This design comes from an exercise in tuning for small area, a short achievable clock period and few clock cycles per item on the open sky130 flow, not from production work.
In this exercise RTL edits were held to simulation tests only and were not proved equivalent to the original.
Power and IR drop assume default switching activity.

--- flow/design.v ---
module rpa_ring #(
    parameter N  = 128,
    parameter IW = 7
) (
    input              clk,
    input              rst,
    input              clear,       
    input              push,
    input      [39:0]  push_rec,    
    input              pop,
    output     [39:0]  rd_rec,      
    output     [15:0]  free_slots,
    output             empty
);
    reg [IW-1:0] head;
    reg [IW-1:0] tail;
    reg [39:0]   slots [0:N-1];
    wire [IW-1:0] head_inc = (head == N - 1) ? {IW{1'b0}} : head + 1'b1;
    wire [IW-1:0] tail_inc = (tail == N - 1) ? {IW{1'b0}} : tail + 1'b1;
    wire [15:0] used = (head >= tail) ? (head - tail) : (head + N - tail);
    assign free_slots = (N - 1) - used;
    assign empty      = (head == tail);
    assign rd_rec     = slots[tail];
    always @(posedge clk) begin
        if (rst || clear) begin
            head <= {IW{1'b0}};
            tail <= {IW{1'b0}};
        end else begin
            if (push) head <= head_inc;
            if (pop)  tail <= tail_inc;
        end
    end
    always @(posedge clk) begin
        if (push) slots[head] <= push_rec;
    end
endmodule
module rpa_encoder (
    input      [1:0]  wc,       
    input      [31:0] value,
    input      [7:0]  ts,
    output reg [39:0] pkt,
    output reg [2:0]  plen
);
    always @(*) begin
        case (wc)
            2'b00: begin
                pkt  = {24'd0, ts, value[7:0]};
                plen = 3'd2;
            end
            2'b01: begin
                pkt  = {16'd0, ts, value[7:0], value[15:8]};
                plen = 3'd3;
            end
            default: begin
                pkt  = {ts, value[7:0], value[15:8], value[23:16], value[31:24]};
                plen = 3'd5;
            end
        endcase
    end
endmodule
module rpa_cmd_gate (
    input        taken,       
    input  [7:0] byte_in,
    output       cmd_start,   
    output       cmd_reset    
);
    assign cmd_start = taken && (byte_in == 8'h53);
    assign cmd_reset = taken && (byte_in == 8'h52);
endmodule
module rpa_pkt #(
    parameter N = 128,     
    parameter B = 5000     
) (
    input             clk,
    input             rst,
    input             p_req_valid,
    output            p_req_ready,
    input      [31:0] p_req_data,
    output reg        p_rsp_valid,
    output reg [2:0]  p_rsp_status,
    input             c_req_valid,
    output            c_req_ready,
    input      [31:0] c_req_data,
    output reg        c_rsp_valid,
    output reg [2:0]  c_rsp_status,
    output reg        tx_enable,
    input             tx_ready,
    output            tx_send,
    output     [7:0]  tx_data,
    input             tx_complete,
    input             rx_avail,
    output            rx_take,
    input      [7:0]  rx_data,
    input      [7:0]  ts_in
);
    localparam IW = (N <= 2) ? 1 : $clog2(N);
    localparam BW = (B <= 1) ? 1 : $clog2(B);
    localparam OPC_INIT   = 4'h1;
    localparam OPC_STORE  = 4'h2;
    localparam OPC_FLUSH1 = 4'h3;
    localparam OPC_FLUSHB = 4'h4;
    localparam ST_OK       = 3'd0;
    localparam ST_NOT_INIT = 3'd1;
    localparam ST_DISABLED = 3'd2;
    localparam ST_FULL     = 3'd3;
    localparam ST_EMPTY    = 3'd4;
    localparam ST_TIMEOUT  = 3'd5;
    localparam P_IDLE  = 3'd0;
    localparam P_POLL  = 3'd1;
    localparam P_ADMIT = 3'd2;
    localparam P_PUSH  = 3'd3;
    localparam P_DRAIN = 3'd4;
    localparam C_IDLE       = 3'd0;
    localparam C_POLL       = 3'd1;
    localparam C_ADMIT      = 3'd2;
    localparam C_LOOP_TOP   = 3'd3;
    localparam C_LOOP_POLL  = 3'd4;
    localparam C_LOOP_ADMIT = 3'd5;
    localparam C_SEND       = 3'd6;
    localparam C_COMPLETE   = 3'd7;
    reg        init;
    reg        gate;
    reg [1:0]  wc;
    reg [2:0]  p_state;
    reg [15:0] p_k;         
    reg [15:0] p_cnt;       
    reg [2:0]  p_status;    
    reg [2:0]  c_state;
    reg        c_mode_buf;  
    reg [39:0] pkt;
    reg [2:0]  plen;
    reg [2:0]  byte_idx;
    reg [BW-1:0] budget;
    wire        ring_empty;
    wire [15:0] ring_free;
    wire [39:0] ring_rd;
    wire        ring_push;
    wire        ring_pop;
    wire [39:0] ring_push_rec;
    wire [3:0] p_opc = p_req_data[3:0];
    wire [3:0] c_opc = c_req_data[3:0];
    wire p_req_fire = p_req_valid && p_req_ready;
    wire c_req_fire = c_req_valid && c_req_ready;
    wire p_init_req = (p_state == P_IDLE) && p_req_fire && (p_opc == OPC_INIT);
    wire c_init_req = (c_state == C_IDLE) && c_req_fire && (c_opc == OPC_INIT);
    wire do_init    = p_init_req || c_init_req;
    wire [1:0] init_wc = p_init_req ? p_req_data[5:4] : c_req_data[5:4];
    assign p_req_ready = (p_state == P_IDLE) || (p_state == P_PUSH) || (p_state == P_DRAIN);
    assign c_req_ready = (c_state == C_IDLE);
    wire p_poll = (p_state == P_POLL) && init;
    wire c_poll_want = ((c_state == C_POLL) && init) || (c_state == C_LOOP_POLL);
    wire c_poll = c_poll_want && !p_poll;
    assign rx_take = (p_poll || c_poll) && rx_avail;
    wire cmd_start;
    wire cmd_reset;
    rpa_cmd_gate u_gate (
        .taken     (rx_take),
        .byte_in   (rx_data),
        .cmd_start (cmd_start),
        .cmd_reset (cmd_reset)
    );
    reg [31:0] store_mask;
    always @(*) begin
        case (wc)
            2'b00:   store_mask = 32'h0000_00FF;
            2'b01:   store_mask = 32'h0000_FFFF;
            default: store_mask = 32'hFFFF_FFFF;
        endcase
    end
    assign ring_push     = (p_state == P_PUSH) && p_req_valid;
    assign ring_push_rec = {ts_in, p_req_data & store_mask};
    wire dequeue = ((c_state == C_ADMIT) && gate && !ring_empty && !c_mode_buf) ||
                   ((c_state == C_LOOP_ADMIT) && gate && !ring_empty);
    assign ring_pop = dequeue;
    wire [39:0] enc_pkt;
    wire [2:0]  enc_plen;
    rpa_encoder u_enc (
        .wc    (wc),
        .value (ring_rd[31:0]),
        .ts    (ring_rd[39:32]),
        .pkt   (enc_pkt),
        .plen  (enc_plen)
    );
    rpa_ring #(.N(N), .IW(IW)) u_ring (
        .clk        (clk),
        .rst        (rst),
        .clear      (do_init || cmd_reset),
        .push       (ring_push),
        .push_rec   (ring_push_rec),
        .pop        (ring_pop),
        .rd_rec     (ring_rd),
        .free_slots (ring_free),
        .empty      (ring_empty)
    );
    reg [7:0] cur_byte;
    always @(*) begin
        case (byte_idx)
            3'd0:    cur_byte = pkt[7:0];
            3'd1:    cur_byte = pkt[15:8];
            3'd2:    cur_byte = pkt[23:16];
            3'd3:    cur_byte = pkt[31:24];
            default: cur_byte = pkt[39:32];
        endcase
    end
    assign tx_send = (c_state == C_SEND) && tx_ready;
    assign tx_data = cur_byte;
    always @(posedge clk) begin
        if (rst) begin
            init      <= 1'b0;
            gate      <= 1'b0;
            wc        <= 2'b00;
            tx_enable <= 1'b0;
        end else begin
            tx_enable <= do_init;
            if (do_init) begin
                init <= 1'b1;
                wc   <= init_wc;
                gate <= 1'b0;
            end else if (cmd_reset) begin
                gate <= 1'b0;
            end else if (cmd_start) begin
                gate <= 1'b1;
            end
        end
    end
    always @(posedge clk) begin
        if (rst) begin
            p_state      <= P_IDLE;
            p_k          <= 16'd0;
            p_cnt        <= 16'd0;
            p_status     <= ST_OK;
            p_rsp_valid  <= 1'b0;
            p_rsp_status <= ST_OK;
        end else begin
            p_rsp_valid <= 1'b0;
            case (p_state)
                P_IDLE: begin
                    if (p_req_fire) begin
                        if (p_opc == OPC_INIT) begin
                            p_rsp_valid  <= 1'b1;
                            p_rsp_status <= ST_OK;
                        end else if (p_opc == OPC_STORE) begin
                            p_k     <= p_req_data[23:8];
                            p_cnt   <= 16'd0;
                            p_state <= P_POLL;
                        end
                    end
                end
                P_POLL: begin
                    if (!init) begin
                        if (p_k == 16'd0) begin
                            p_rsp_valid  <= 1'b1;
                            p_rsp_status <= ST_NOT_INIT;
                            p_state      <= P_IDLE;
                        end else begin
                            p_status <= ST_NOT_INIT;
                            p_state  <= P_DRAIN;
                        end
                    end else begin
                        p_state <= P_ADMIT;
                    end
                end
                P_ADMIT: begin
                    if (!gate || (p_k > ring_free)) begin
                        if (p_k == 16'd0) begin
                            p_rsp_valid  <= 1'b1;
                            p_rsp_status <= gate ? ST_FULL : ST_DISABLED;
                            p_state      <= P_IDLE;
                        end else begin
                            p_status <= gate ? ST_FULL : ST_DISABLED;
                            p_state  <= P_DRAIN;
                        end
                    end else if (p_k == 16'd0) begin
                        p_rsp_valid  <= 1'b1;
                        p_rsp_status <= ST_OK;
                        p_state      <= P_IDLE;
                    end else begin
                        p_state <= P_PUSH;
                    end
                end
                P_PUSH: begin
                    if (p_req_valid) begin
                        p_cnt <= p_cnt + 16'd1;
                        if (p_cnt == p_k - 16'd1) begin
                            p_rsp_valid  <= 1'b1;
                            p_rsp_status <= ST_OK;
                            p_state      <= P_IDLE;
                        end
                    end
                end
                P_DRAIN: begin
                    if (p_req_valid) begin
                        p_cnt <= p_cnt + 16'd1;
                        if (p_cnt == p_k - 16'd1) begin
                            p_rsp_valid  <= 1'b1;
                            p_rsp_status <= p_status;
                            p_state      <= P_IDLE;
                        end
                    end
                end
                default: p_state <= P_IDLE;
            endcase
        end
    end
    always @(posedge clk) begin
        if (rst) begin
            c_state      <= C_IDLE;
            c_mode_buf   <= 1'b0;
            pkt          <= 40'd0;
            plen         <= 3'd0;
            byte_idx     <= 3'd0;
            budget       <= {BW{1'b0}};
            c_rsp_valid  <= 1'b0;
            c_rsp_status <= ST_OK;
        end else begin
            c_rsp_valid <= 1'b0;
            if (dequeue) begin
                pkt      <= enc_pkt;
                plen     <= enc_plen;
                byte_idx <= 3'd0;
                budget   <= {BW{1'b0}};
            end
            case (c_state)
                C_IDLE: begin
                    if (c_req_fire) begin
                        if (c_opc == OPC_INIT) begin
                            c_rsp_valid  <= 1'b1;
                            c_rsp_status <= ST_OK;
                        end else if (c_opc == OPC_FLUSH1) begin
                            c_mode_buf <= 1'b0;
                            c_state    <= C_POLL;
                        end else if (c_opc == OPC_FLUSHB) begin
                            c_mode_buf <= 1'b1;
                            c_state    <= C_POLL;
                        end
                    end
                end
                C_POLL: begin
                    if (!init) begin
                        c_rsp_valid  <= 1'b1;
                        c_rsp_status <= ST_NOT_INIT;
                        c_state      <= C_IDLE;
                    end else if (c_poll) begin
                        c_state <= C_ADMIT;
                    end
                end
                C_ADMIT: begin
                    if (!gate) begin
                        c_rsp_valid  <= 1'b1;
                        c_rsp_status <= ST_DISABLED;
                        c_state      <= C_IDLE;
                    end else if (ring_empty) begin
                        c_rsp_valid  <= 1'b1;
                        c_rsp_status <= ST_EMPTY;
                        c_state      <= C_IDLE;
                    end else if (c_mode_buf) begin
                        c_state <= C_LOOP_TOP;
                    end else begin
                        c_state <= C_SEND;
                    end
                end
                C_LOOP_TOP: begin
                    if (ring_empty) begin
                        c_rsp_valid  <= 1'b1;
                        c_rsp_status <= ST_OK;
                        c_state      <= C_IDLE;
                    end else begin
                        c_state <= C_LOOP_POLL;
                    end
                end
                C_LOOP_POLL: begin
                    if (c_poll) c_state <= C_LOOP_ADMIT;
                end
                C_LOOP_ADMIT: begin
                    if (!gate) begin
                        c_rsp_valid  <= 1'b1;
                        c_rsp_status <= ST_DISABLED;
                        c_state      <= C_IDLE;
                    end else if (ring_empty) begin
                        c_rsp_valid  <= 1'b1;
                        c_rsp_status <= ST_OK;
                        c_state      <= C_IDLE;
                    end else begin
                        c_state <= C_SEND;
                    end
                end
                C_SEND: begin
                    if (tx_ready) begin
                        budget <= {BW{1'b0}};
                        if (byte_idx == plen - 3'd1) begin
                            byte_idx <= 3'd0;
                            c_state  <= C_COMPLETE;
                        end else begin
                            byte_idx <= byte_idx + 3'd1;
                        end
                    end else if (budget == B - 1) begin
                        c_rsp_valid  <= 1'b1;
                        c_rsp_status <= ST_TIMEOUT;
                        c_state      <= C_IDLE;
                    end else begin
                        budget <= budget + 1'b1;
                    end
                end
                C_COMPLETE: begin
                    if (tx_complete) begin
                        if (c_mode_buf) begin
                            c_state <= C_LOOP_TOP;
                        end else begin
                            c_rsp_valid  <= 1'b1;
                            c_rsp_status <= ST_OK;
                            c_state      <= C_IDLE;
                        end
                    end
                end
                default: c_state <= C_IDLE;
            endcase
        end
    end
endmodule
--- flow/run.sh ---
#!/bin/bash
# synth_recipe.tcl (not shown) runs the flow's synth.tcl, then flattens the netlist and writes it again
# the make line also repeats each setting of config.mk as NAME=value (left out here)
make -C /OpenROAD-flow-scripts/flow DESIGN_CONFIG=/design/flow/config.mk WORK_HOME=/design/flow/orfs CLKGATE_MAP_FILE= SYNTH_SCRIPT=/design/flow/synth_recipe.tcl finish
--- flow/config.mk ---
export PLATFORM = sky130hd
export DESIGN_NAME = rpa_pkt
export DESIGN_NICKNAME = rpa_pkt
export VERILOG_FILES = /design/flow/design.v
export SDC_FILE = /design/flow/constraint.sdc
export NUM_CORES = 4
export LEC_CHECK = 0
export CAP_MARGIN = 20
export CORE_MARGIN = 2
export CORE_UTILIZATION = 30
export SLEW_MARGIN = 20
export SYNTH_MEMORY_MAX_BITS = 8192
--- flow/constraint.sdc ---
create_clock -name core_clock -period 10.0 [get_ports {clk}]
set_input_delay 2.0000 -clock core_clock [delete_from_list [all_inputs] [get_ports {clk}]]
set_output_delay 2.0000 -clock core_clock [all_outputs]
set_load 0.01 [all_outputs]
==> results.txt <==
## power breakdown
part	total, uW	internal (uW)	switching, uW
registers	24000	24000	6.52
logic	377	54.2	323
clock network	19100	10700	8360
## synthesized netlist by cell type, drive strengths merged (9+ instances only)
cell type,count
a211oi,86
a211o,18
mux2i,439
nor2,367
dfxtp,133
mux2,82
ha,36
nand2b,30
nand3,74
buf,294
nand3b,20
xor2,25
nand2,304
a31oi,13
a21boi,12
o22ai,229
nor2b,84
a22oi,192
a221o,9
xnor2,27
nor4b,11
clkbuf,253
mux4,1116
or3,29
nand4,31
a21oi,177
a221oi,34
and2,35
or4,9
nor4,44
o21ai,69
nor3,85
and3,19
o311ai,10
a22o,20
o21bai,9
o41ai,30
a21o,12
edfxtp,5120
or2,12
a2111oi,36
a222oi,9
inv,41
o211ai,10
## layer usage
metal / track usage, % / vias to the layer above / share of wire [%]
li1: - / 41800 / -
met1: 23.3 / 55700 / 42
met2: 24.3 / 5100 / 45
met3: 3.85 / 756 / 10
met4: 3.90 / 4 / 2.5
met5: 0 / - / 0.0046
## registers in the layout, indices dropped and copies added, names as in the netlist, 7 cells and up, named ones only
register,count
budget,13
pkt,40
p_cnt,16
u_ring.slots,5120
u_ring.head,7
p_k,16
u_ring.tail,7
## cell families after synthesis
| group | Yosys count | share of synthesized area (%) |
|---|---|---|
| DFF | 5253 | 77.0 |
| muxes | 1637 | 15.0 |
| and+or+nand+nor | 1186 | 2.81 |
| AOI/OAI and AO/OA | 1017 | 3.44 |
| buffers and inverters | 589 | 1.30 |
| xor gates and xnor gates | 53 | 0.235 |
| adders and majority gates | 37 | 0.232 |
| other | 1 | 0.00185 |
## worst min-delay path by stage
stage	startpoint	to	cells past startpoint
6_report	c_rsp_status[2]	c_rsp_status[2]	2
5_1_grt	budget[12]	budget[12]	1
4_1_cts	c_rsp_status[2]	c_rsp_status[2]	2
3_5_place_dp	pkt[17]	pkt[17]	2
3_3_place_gp	pkt[17]	pkt[17]	2
2_1_floorplan	budget[12]	budget[12]	1
## critical path: cells and delay by family, from the launching register on
kind,cells,cell delay [ns]
and+or+nand+nor,2,0.18
buffers and inverters,2,0.83
adders and majority gates,1,0.64
AOI/OAI and AO/OA,2,1.60
DFF,1,0.37
## metrics by stage
| stage | setup slack (ns) | area [um2] | instances | total power, uW |
|---|---|---|---|---|
| after floorplan | 4.42 | 203000 | 9773 | 24600 |
| after global placement | 2.79 | 217000 | 18600 | 24900 |
| after detailed placement | 2.71 | 217000 | 18600 | 24900 |
| after CTS | 3.34 | 233000 | 19500 | 43800 |
| after global routing | 3.06 | 233000 | 19500 | 44700 |
| final | 3.33 | 233000 | 19600 | 43500 |
## final cells by class
class / count / area [um2]
fill: 62600 / 442000
sequential: 5253 / 156000
multi-input combinational: 3931 / 45400
clock buffer: 658 / 13800
tap: 8968 / 11200
timing repair buffer: 443 / 3810
clock inverter: 253 / 2470
inverter: 42 / 169
antenna: 15 / 37.5
## cell usage in the layout (no fill, tap or decap), types with 23 or more instances in the layout
cell             count
a211oi_1            82
a21oi_1            176
a221oi_1            33
a22oi_1            192
and2_4              24
buf_12              23
buf_4              352
bufinv_16           36
clkbuf_1           123
clkbuf_16          531
clkdlybuf4s50_1     63
clkinv_1           103
clkinv_2            60
dfxtp_1            126
edfxtp_1          5120
ha_1                36
inv_1               39
mux2_2              82
mux2i_1            439
mux4_2            1116
nand2_1            296
nand2b_1            30
nand3_1             72
nand4_1             31
nor2_1             237
nor2_4             129
nor2b_1             81
nor3_1              81
nor4_1              39
o21ai_0             66
o22ai_1            229
o41ai_1             28
or3_1               28
xnor2_1             27
xor2_1              25
==> flow_metrics.py <==
metrics = {
    "worst_setup_path": {
        "crit_slowest_cell": "a21oi_1",
        "start_kind": "flip-flop",
        "endpoint_kind": "output port",
        "cp-endpoint": "tx_data[3]",
        "critPathLaunch": "byte_idx[0]",
        "crit_fanout": 16,
        "critPathArrivalTime_ns": 4.67,
        "r2r-start": "p_state[1]",
        "r2r_end": "u_ring.slots[15][32]",
        "path_cells": "inv_1, ha_1, nor3_1, o21bai_1, nor2_1, a21oi_1, clkdlybuf4s50_1",
        "worst-setup-path-type": "reg2out",
        "reg2reg_slack_ns": 4.29,
        "slowest_delay_ns": 0.83,
        "rr_worst_depth": 7,
        "required_ns": 8.00,
    },
    "floorplan": {
        "start_util_pct": 30.1,
        "rows": 302,
        "core_um2": 676000,
        "num_io_pins": 108,
        "dieArea_um2": 684000,
        "die_x_um": 827,
        "die_y_um": 827,
    },
    "route": {
        "drtAntennaViolNets": 0,
        "dr.pass1.iters": 6,
        "dr_total_vias": 103000,
        "drcViolationCount": 0,
        "wl_um": 568000,
        "drt-initial-drc-count": 13800,
        "viasPerCell": 5.28,
        "wl_per_cell_um": 29.0,
    },
    "grt": {
        "grt_start_max_net_pins": 118,
        "grt_use_total_pct": 16.0,
        "grt_pass1_vias": 100000,
        "grt_pass1_wl_um": 789000,
        "grt-ovfl-total": 0,
        "antenna_found_initial": 47,
    },
    "timing": {
        "fin_setup_tns_ns": 0,
        "min_period_ns": 6.67,
        "final_max_slew_viol_count": 0,
        "maxSlewHeadroom_pct": 12.1,
        "worstMarginPinSlew_ns": 1.31,
        "period_share_pct": 66.7,
        "holdWs_ns": 0.460,
        "skew_ns": 0.0602,
        "max_freq_mhz": 150,
        "hold_viol": 0,
        "setup_violations": 0,
        "rsz0062_at_grt": "false",
    },
    "clock_tree": {
        "worstSkewPairLatency_ns": 1.06,
        "cts_root_buffer": "clkbuf_16",
        "cts_buffers": 518,
        "post_cts_resized": 0,
        "cts_tree": "built",
        "cts_setup_buffers": 0,
        "htree_levels": 6,
        "clk_pin_slew_ns": 0.06,
        "cts.path.max_buffers": 4,
        "cts_hold_buf": 0,
        "clkSinkCount": 5253,
    },
    "min_path": {
        "hold_class": "reg2reg",
    },
    "placement": {
        "dpl.hpwl_um": 339000,
        "place.gp.congestion": 0.875,
        "port_buffers": 80,
    },
    "synth": {
        "synth_top_area_share_pct": 75.7,
        "seq_area_frac_synth_pct": 77.0,
        "synthesis.area_um2": 203000,
        "synthArstFlopShare_pct": 0,
        "syn_nets": 9897,
        "yosysUniqueCellTypes": 82,
        "avgSynthCellArea_um2": 20.8,
        "ys_seq_elements": 5253,
        "synthTopCellsByArea": "edfxtp_1 76%, mux4_2 12%, mux2i_1 2.2%",
        "synth_edf_count": 5120,
        "synthCells": 9773,
        "ys.flop_type": "edfxtp_1",
        "yosys.area.top_type": "edfxtp_1",
        "ys_warn_count": 3,
    },
    "status": {
        "status": "finished clean",
    },
    "layout": {
        "postLayoutCoreUtil_pct": 34.5,
        "syn_to_final_growth_pct": 14.9,
        "drive_above_1_share_pct": 23.6,
        "nNetsFinal": 10300,
    },
    "flow_run": {
        "maxCapViolCount": 0,
    },
    "power": {
        "p_leak_uw": 0.0639,
        "power_density_nw_per_um2": 186,
        "vdd_drop_max_uv": 182,
    },
}
Testbench counts, summed over its fixed seeds: cycles 21,491, items 1,920.

[what the ideal ports hide]
The flow's constraints put no driver on any port. The routed layout listed below was extracted and timed again, unchanged, in two steps. Step 1 (the two cells are an assumption about what drives the block):
set clk [get_ports {clk}]
set_driving_cell -lib_cell sky130_fd_sc_hd__clkbuf_16 $clk
set_driving_cell -lib_cell sky130_fd_sc_hd__buf_2 [delete_from_list [all_inputs] $clk]
Step 2 adds t to the input delays and takes it off the output delays; t is the mean of the earliest and latest rising clock arrival at the registers after step 1. Input paths then give back, and output paths get back, about the clock's delay inside the block. Slacks: no drivers / after step 1 / after step 2; pairs: no drivers / after step 1.
shift t [ns]: 1.158
setup slack, ns: 3.331 / 3.204 / 2.454
worst setup path at the end: input to register
After both steps setup and hold are still met in this run. The setup slack of this run moves by -0.127 ns with the drivers and by -0.877 ns with both steps.
